Background: an optimization exercise with open tools, aiming at small area, a short achievable clock period and few clock cycles. Do not read the settings as production practice.

==> inputs of build 96 <==
==> flow/design.v <==
module fsyn_calc (
    input             clk,
    input             rst,
    input             in_valid,
    output            in_ready,
    input      [31:0] in_freq,
    output            out_valid,
    output     [31:0] ms_a,
    output     [19:0] ms_b,
    output     [17:0] ms_p1,
    output     [19:0] ms_p2,
    output            ms_range_err,
    output            div_zero,
    output     [31:0] dds_word,
    output            dds_alias
);
    parameter integer KM = 2;    
    parameter integer KD = 2;    
    localparam [31:0] VCO_HZ = 32'd900000000;
    localparam [20:0] DDS_D  = 21'd1953125;           
    localparam [25:0] DDS_C  = 26'd976562;            
    localparam integer P     = ((6 + KD - 1) / KD) * KD;    
    localparam integer NPRE  = P / KD;
    localparam [1:0] M_A = 2'd0, M_BINIT = 2'd1, M_B = 2'd2, M_DONE = 2'd3;
    reg         busy;
    reg  [31:0] f;
    reg         dz;
    reg         alias_r;
    reg  [1:0]  ms_st;
    reg  [5:0]  ms_j;
    reg  [31:0] ms_R;
    reg  [KM-1:0] ms_nb;
    reg  [29:0] Qa;
    reg  [19:0] Qb;
    reg         a_ge8, a_lt2048, a_eq2048, b_zero;
    reg         d_run;
    reg  [5:0]  d_p;
    reg  [20:0] Rd;
    reg  [KD-1:0] d_nb;
    reg  [31:0] Qd;
    wire ms_fin = (ms_st == M_DONE);
    wire d_fin  = ~d_run;
    assign out_valid = busy & ms_fin & d_fin;
    assign in_ready  = ~busy | (ms_fin & d_fin);
    wire accept = in_valid & in_ready;
    function [KM-1:0] vco_bits(input [5:0] j);
        integer u;
        for (u = 0; u < KM; u = u + 1)
            vco_bits[KM-1-u] = (j + u < 32) ? VCO_HZ[31 - (j + u)] : 1'b0;
    endfunction
    integer i;
    reg [5:0]  nm_j0;
    reg [31:0] nm_R0;
    always @(*) begin
        nm_j0 = 6'd0;
        for (i = 0; i < 32; i = i + 1)
            if (in_freq[i]) nm_j0 = ((i + 2 > 32 ? 32 : i + 2) / KM) * KM;
        nm_R0 = VCO_HZ >> (6'd32 - nm_j0);
    end
    wire in_zero = (in_freq == 32'd0);
    integer t;
    reg [31:0] ms_Rn;
    reg [KM-1:0] ms_q;
    reg [32:0] ms_x;
    reg [33:0] ms_d;
    always @(*) begin
        ms_Rn = ms_R;
        for (t = 0; t < KM; t = t + 1) begin
            ms_x = {ms_Rn, ms_nb[KM-1-t]};
            ms_d = {1'b0, ms_x} - {2'b00, f};
            ms_q[KM-1-t] = ~ms_d[33];
            ms_Rn = ms_d[33] ? ms_x[31:0] : ms_d[31:0];
        end
    end
    wire ms_last = (ms_j == 6'd32 - KM);
    wire [29:0] br     = ms_R[29:0];
    wire [20:0] bl_dec = {1'b0, br[19:0]} - 21'd1;    
    wire        bl_nz  = ~bl_dec[20];
    wire [19:0] bl_m1  = bl_dec[19:0] & {20{bl_nz}};  
    wire [29:0] b_top  = {br[29:20], bl_m1} - {20'd0, br[29:20]};
    wire [19:0] b_low  = ~bl_dec[19:0] & {20{bl_nz}};
    reg [20:0] Rdn;
    reg [KD-1:0] d_q;
    reg [21:0] d_x;
    reg [22:0] d_d;
    always @(*) begin
        Rdn = Rd;
        for (t = 0; t < KD; t = t + 1) begin
            d_x = {Rdn, d_nb[KD-1-t]};
            d_d = {1'b0, d_x} - {2'b00, DDS_D};
            d_q[KD-1-t] = ~d_d[22];
            Rdn = d_d[22] ? d_x[20:0] : d_d[20:0];
        end
    end
    wire          in_long = (in_freq >= 32'd125000000);
    wire          d_pre   = (d_p < NPRE);
    wire [P-1:0]  f_pre   = f[5+P:6];
    wire [5:0]    d_pn    = d_p + 6'd1;
    wire [KD-1:0] d_nb_pre = (d_pn < NPRE) ? f_pre[P-1-d_pn*KD -: KD] : Qd[31 -: KD];
    always @(posedge clk) begin
        if (rst) begin
            busy <= 1'b0;
        end else if (accept) begin
            busy <= 1'b1;
        end else if (out_valid) begin
            busy <= 1'b0;
        end
    end
    always @(posedge clk) begin
        if (accept) begin
            f       <= in_freq;
            dz      <= in_zero;
            alias_r <= (in_freq > 32'd62500000);
            ms_st   <= in_zero ? M_DONE : (nm_j0 == 6'd32) ? M_BINIT : M_A;
            ms_j    <= nm_j0;
            d_run   <= 1'b1;
        end else begin
            case (ms_st)
                M_A:     begin ms_j <= ms_j + KM; if (ms_last) ms_st <= M_BINIT; end
                M_BINIT: begin ms_j <= 6'd12; ms_st <= M_B; end
                M_B:     begin ms_j <= ms_j + KM; if (ms_last) ms_st <= M_DONE; end
                default: ;
            endcase
            if (d_p == NPRE + 32 / KD - 1) d_run <= 1'b0;
        end
    end
    always @(posedge clk) begin
        if (accept) begin
            ms_R  <= nm_R0;
            ms_nb <= vco_bits(nm_j0);
            Qa    <= 30'd0;
            Qb    <= 20'd0;
            Rd    <= in_long ? in_freq[31:6+P] : in_freq[26:6];
            d_nb  <= in_long ? in_freq[5+P -: KD] : in_freq[5 -: KD];
            Qd    <= {in_freq[5:0], DDS_C};
            d_p   <= in_long ? 6'd0 : NPRE;
        end else begin
            case (ms_st)
                M_A: begin
                    ms_R  <= ms_Rn;
                    ms_nb <= vco_bits(ms_j + KM);
                    Qa    <= {Qa[29-KM:0], ms_q};
                end
                M_BINIT: begin
                    ms_R     <= {2'b00, b_top};
                    ms_nb    <= b_low[19 -: KM];
                    Qb       <= {b_low[19-KM:0], {KM{1'b0}}};
                    a_ge8    <= |Qa[29:3];
                    a_lt2048 <= ~|Qa[29:11];
                    a_eq2048 <= (Qa == 30'd2048);
                    b_zero   <= 1'b1;
                end
                M_B: begin
                    ms_R   <= ms_Rn;
                    ms_nb  <= Qb[19 -: KM];
                    Qb     <= {Qb[19-KM:0], ms_q};
                    b_zero <= b_zero & ~|ms_q;
                end
                default: ;
            endcase
            if (d_run) begin
                Rd  <= Rdn;
                d_nb <= d_pre ? d_nb_pre : Qd[31-KD -: KD];
                if (!d_pre) Qd <= {Qd[31-KD:0], d_q};
                d_p <= d_p + 6'd1;
            end
        end
    end
    wire [10:0] p1_hi = Qa[10:0] - 11'd4;
    assign ms_a         = {2'b00, Qa};
    assign ms_b         = Qb;
    assign ms_p1        = {dz ? 11'd0 : p1_hi, Qb[19:13]};
    assign ms_p2        = {Qb[12:0], Qb[19:13]};
    assign ms_range_err = ~dz & ~(a_ge8 & (a_lt2048 | (a_eq2048 & b_zero)));
    assign div_zero     = dz;
    assign dds_word     = Qd;
    assign dds_alias    = alias_r;
endmodule
==> flow/flow/run.sh <==
#!/bin/bash
# Standard ORFS layout (the standard.sh, unchanged synthesis), with timing
# repair aiming at a setup slack of MARGIN ns against the design's own clock
# constraint, so the layout closes at a shorter achieved period.
set -euo pipefail
cd "$(dirname "$0")/.."
bash standard.sh SETUP_SLACK_MARGIN=5.0 finish > standard_flow.log 2>&1
==> flow/standard.sh <==
#!/bin/bash
# synth_recipe.tcl (not shown) runs the flow's synth.tcl, then flattens the netlist and writes it again
# the make line also repeats each setting of config.mk as NAME=value (left out here)
make -C /OpenROAD-flow-scripts/flow DESIGN_CONFIG=/design/flow/config.mk WORK_HOME=/design/flow/orfs CLKGATE_MAP_FILE= SYNTH_SCRIPT=/design/flow/synth_recipe.tcl "${@:-finish}"
==> flow/config.mk <==
export PLATFORM = sky130hd
export DESIGN_NAME = fsyn_calc
export DESIGN_NICKNAME = fsyn_calc
export VERILOG_FILES = /design/flow/design.v
export SDC_FILE = /design/flow/constraint.sdc
export NUM_CORES = 4
export LEC_CHECK = 0
export ABC_CLOCK_PERIOD_IN_PS = 3000
export CAP_MARGIN = 20
export CORE_MARGIN = 2
export CORE_UTILIZATION = 40
export SLEW_MARGIN = 20
==> flow/constraint.sdc <==
create_clock -name core_clock -period 10.0 [get_ports {clk}]
set_input_delay 2.0000 -clock core_clock [delete_from_list [all_inputs] [get_ports {clk}]]
set_output_delay 2.0000 -clock core_clock [all_outputs]
set_load 0.01 [all_outputs]
==> trial 72: changes against build 96 <==
--- a/flow/flow/run.sh
+++ b/flow/flow/run.sh
@@ -5,3 +5,3 @@
 set -euo pipefail
 cd "$(dirname "$0")/.."
-bash standard.sh SETUP_SLACK_MARGIN=5.0 finish > standard_flow.log 2>&1
+bash standard.sh SETUP_SLACK_MARGIN=6.5 finish > standard_flow.log 2>&1
==> trial 18: changes against build 96 <==
--- a/flow/design.v
+++ b/flow/design.v
@@ -15,6 +15,6 @@
     output            dds_alias
 );
-    parameter integer KM = 2;    
-    parameter integer KD = 2;    
+    parameter integer KM = 1;    
+    parameter integer KD = 1;    
     localparam [31:0] VCO_HZ = 32'd900000000;
     localparam [20:0] DDS_D  = 21'd1953125;           
--- a/flow/flow/run.sh
+++ b/flow/flow/run.sh
@@ -5,3 +5,3 @@
 set -euo pipefail
 cd "$(dirname "$0")/.."
-bash standard.sh SETUP_SLACK_MARGIN=5.0 finish > standard_flow.log 2>&1
+bash standard.sh SETUP_SLACK_MARGIN=6.7 finish > standard_flow.log 2>&1
==> build 67: changes against build 96 <==
==> flow/design.v, changed modules only <==
module fsyn_calc (
    input             clk,
    input             rst,
    input             in_valid,
    output            in_ready,
    input      [31:0] in_freq,
    output            out_valid,
    output     [31:0] ms_a,
    output     [19:0] ms_b,
    output     [17:0] ms_p1,
    output     [19:0] ms_p2,
    output            ms_range_err,
    output            div_zero,
    output     [31:0] dds_word,
    output            dds_alias
);
    parameter integer KM = 4;    
    parameter integer KD = 4;    
    localparam [31:0] VCO_HZ = 32'd900000000;
    localparam [20:0] DDS_D  = 21'd1953125;           
    localparam [25:0] DDS_C  = 26'd976562;            
    localparam integer P     = ((6 + KD - 1) / KD) * KD;    
    localparam [1:0] M_A = 2'd0, M_BINIT = 2'd1, M_B = 2'd2, M_DONE = 2'd3;
    reg         busy;
    reg  [31:0] f;
    reg         dz;
    reg  [1:0]  ms_st;
    reg  [5:0]  ms_j;
    reg  [31:0] ms_R;
    reg  [29:0] Qa;
    reg  [19:0] Qb;
    reg         d_run;
    reg  [5:0]  d_p;
    reg  [20:0] Rd;
    reg  [31:0] Qd;
    wire ms_fin = (ms_st == M_DONE);
    wire d_fin  = ~d_run;
    assign out_valid = busy & ms_fin & d_fin;
    assign in_ready  = ~busy | (ms_fin & d_fin);
    wire accept = in_valid & in_ready;
    integer i;
    reg [5:0]  nm_j0;
    reg [31:0] nm_R0;
    always @(*) begin
        nm_j0 = 6'd0;
        for (i = 0; i < 32; i = i + 1)
            if (in_freq[i]) nm_j0 = ((i + 2 > 32 ? 32 : i + 2) / KM) * KM;
        nm_R0 = VCO_HZ >> (6'd32 - nm_j0);
    end
    wire in_zero = (in_freq == 32'd0);
    integer t;
    reg [31:0] ms_Rn;
    reg [KM-1:0] ms_q;
    reg [32:0] ms_x;
    reg [33:0] ms_d;
    reg [5:0]  ms_pos;
    always @(*) begin
        ms_Rn = ms_R;
        for (t = 0; t < KM; t = t + 1) begin
            ms_pos = ms_j + t;
            ms_x = {ms_Rn, (ms_st == M_A) ? VCO_HZ[31 - ms_pos] : Qb[19 - t]};
            ms_d = {1'b0, ms_x} - {2'b00, f};
            ms_q[KM-1-t] = ~ms_d[33];
            ms_Rn = ms_d[33] ? ms_x[31:0] : ms_d[31:0];
        end
    end
    wire ms_last = (ms_j == 6'd32 - KM);
    wire [29:0] br     = ms_R[29:0];
    wire        bl_nz  = |br[19:0];
    wire [29:0] b_top  = br - {20'd0, br[29:20]} - {29'd0, bl_nz};
    wire [19:0] b_low  = -br[19:0];
    wire [P+31:0] d_seq = {f[5+P:0], DDS_C};
    reg [20:0] Rdn;
    reg [KD-1:0] d_q;
    reg [21:0] d_x;
    reg [22:0] d_d;
    reg [5:0]  d_pos;
    always @(*) begin
        Rdn = Rd;
        for (t = 0; t < KD; t = t + 1) begin
            d_pos = d_p + t;
            d_x = {Rdn, d_seq[P + 31 - d_pos]};
            d_d = {1'b0, d_x} - {2'b00, DDS_D};
            d_q[KD-1-t] = ~d_d[22];
            Rdn = d_d[22] ? d_x[20:0] : d_d[20:0];
        end
    end
    wire in_long = (in_freq >= 32'd125000000);
    always @(posedge clk) begin
        if (rst) begin
            busy <= 1'b0;
        end else if (accept) begin
            busy <= 1'b1;
        end else if (out_valid) begin
            busy <= 1'b0;
        end
    end
    always @(posedge clk) begin
        if (accept) begin
            f     <= in_freq;
            dz    <= in_zero;
            ms_st <= in_zero ? M_DONE : (nm_j0 == 6'd32) ? M_BINIT : M_A;
            ms_j  <= nm_j0;
            d_run <= 1'b1;
        end else begin
            case (ms_st)
                M_A:     begin ms_j <= ms_j + KM; if (ms_last) ms_st <= M_BINIT; end
                M_BINIT: begin ms_j <= 6'd12; ms_st <= M_B; end
                M_B:     begin ms_j <= ms_j + KM; if (ms_last) ms_st <= M_DONE; end
                default: ;
            endcase
            if (d_p == P + 32 - KD) d_run <= 1'b0;
        end
    end
    always @(posedge clk) begin
        if (accept) begin
            ms_R <= nm_R0;
            Qa   <= 30'd0;
            Qb   <= 20'd0;
            Rd   <= in_long ? in_freq[31:6+P] : in_freq[26:6];
            d_p  <= in_long ? 6'd0 : P;
        end else begin
            case (ms_st)
                M_A:     begin ms_R <= ms_Rn; Qa <= {Qa[29-KM:0], ms_q}; end
                M_BINIT: begin ms_R <= {2'b00, b_top}; Qb <= b_low; end
                M_B:     begin ms_R <= ms_Rn; Qb <= {Qb[19-KM:0], ms_q}; end
                default: ;
            endcase
            if (d_run) begin
                Rd  <= Rdn;
                Qd  <= {Qd[31-KD:0], d_q};
                d_p <= d_p + KD;
            end
        end
    end
    wire [10:0] p1_hi    = Qa[10:0] - 11'd4;
    wire        a_ge8    = |Qa[29:3];
    wire        a_lt2048 = ~|Qa[29:11];
    wire        a_eq2048 = (Qa == 30'd2048);
    assign ms_a         = {2'b00, Qa};
    assign ms_b         = Qb;
    assign ms_p1        = {dz ? 11'd0 : p1_hi, Qb[19:13]};
    assign ms_p2        = {Qb[12:0], Qb[19:13]};
    assign ms_range_err = ~dz & ~(a_ge8 & (a_lt2048 | (a_eq2048 & ~|Qb)));
    assign div_zero     = dz;
    assign dds_word     = Qd;
    assign dds_alias    = (f > 32'd62500000);
endmodule
==> flow/run.sh (new file) <==
#!/bin/bash
# synth_recipe.tcl (not shown) runs the flow's synth.tcl, then flattens the netlist and writes it again
# the make line also repeats each setting of config.mk as NAME=value (left out here)
make -C /OpenROAD-flow-scripts/flow DESIGN_CONFIG=/design/flow/config.mk WORK_HOME=/design/flow/orfs CLKGATE_MAP_FILE= SYNTH_SCRIPT=/design/flow/synth_recipe.tcl finish
--- a/flow/config.mk
+++ b/flow/config.mk
@@ -6,7 +6,8 @@
 export NUM_CORES = 4
 export LEC_CHECK = 0
-export ABC_CLOCK_PERIOD_IN_PS = 3000
+export ABC_CLOCK_PERIOD_IN_PS = 4000
 export CAP_MARGIN = 20
 export CORE_MARGIN = 2
 export CORE_UTILIZATION = 40
+export SETUP_SLACK_MARGIN = 5
 export SLEW_MARGIN = 20
removed: flow/flow/run.sh
removed: flow/standard.sh
==> notes.md <==
Run status: build 96 timing/DRC/antenna clean; trial 18 timing/DRC/antenna clean; build 67 finished with violations; trial 72 timing/DRC/antenna clean
Violated checks: build 96 -; trial 18 -; build 67 setup timing; trial 72 -
Number of global-route vias before repair: build 96 15.3k; trial 18 13.2k; build 67 22.6k; trial 72 16.4k
Dominant cell type by count on the critical path: build 96 -; trial 18 buf_6; build 67 o21ai_2; trial 72 -
Critical path fanouts, max: build 96 7; trial 18 10; build 67 7; trial 72 6
GP Congestion: build 96 0.968; trial 18 0.966; build 67 0.987; trial 72 0.987
Placed Cells incl. Taps: build 96 2516; trial 18 2161; build 67 3831; trial 72 2515
Critical path required time: build 96 10.18 ns; trial 18 10.22 ns; build 67 10.19 ns; trial 72 10.19 ns
Vias: build 96 16.1k; trial 18 14.0k; build 67 23.7k; trial 72 16.9k
Die span in y: build 96 205 microns; trial 18 192 microns; build 67 233 microns; trial 72 205 microns
Wire length on met1: build 96 27.3 mm; trial 18 22.4 mm; build 67 36.0 mm; trial 72 26.4 mm
Total area of sequential cells: build 96 4980 sq um; trial 18 4990 sq um; build 67 4890 sq um; trial 72 5030 sq um
Clock sink total: build 96 192; trial 18 191; build 67 180; trial 72 192
No functional check of the RTL was part of any run of this note.

port drivers added, routing unchanged:
In the flow no input, the clock included, has a driving cell. The finished layouts below were timed again as built, in two steps. Step 1 (the two cells are an assumption about what drives the block):
set clk [get_ports {clk}]
set_driving_cell -lib_cell sky130_fd_sc_hd__clkbuf_16 $clk
set_driving_cell -lib_cell sky130_fd_sc_hd__buf_2 [delete_from_list [all_inputs] $clk]
Step 2 also shifts input and output timing later by t, the mid clock arrival at the registers, as if the neighbouring blocks saw the same clock. a / b / c = ideal ports / drivers / drivers and shift; a / b = the first two.
| run | t (ns) | setup slack, ns | hold WS [ns] | clock arrival spread, ns | pins driven straight from the clock port |
|---|---|---|---|---|---|
| build 96 | 0.522 | 3.998 / 3.998 / 3.942 | 0.492 / 0.492 / 0.492 | 0.014 / 0.015 | 1 |
| trial 72 | 0.503 | 4.212 / 4.212 / 4.212 | 0.504 / 0.504 / 0.504 | 0.016 / 0.016 | 1 |
| trial 18 | 0.518 | 5.164 / 5.173 / 4.655 | 0.469 / 0.469 / 0.469 | 0.014 / 0.014 | 1 |
| build 67 | 0.548 | -3.252 / -3.252 / -3.252 | 0.446 / 0.446 / 0.446 | 0.015 / 0.015 | 1 |
For trial 18, which loses most, drivers alone change the setup slack by +0.009 ns; drivers and shift together by -0.509 ns.
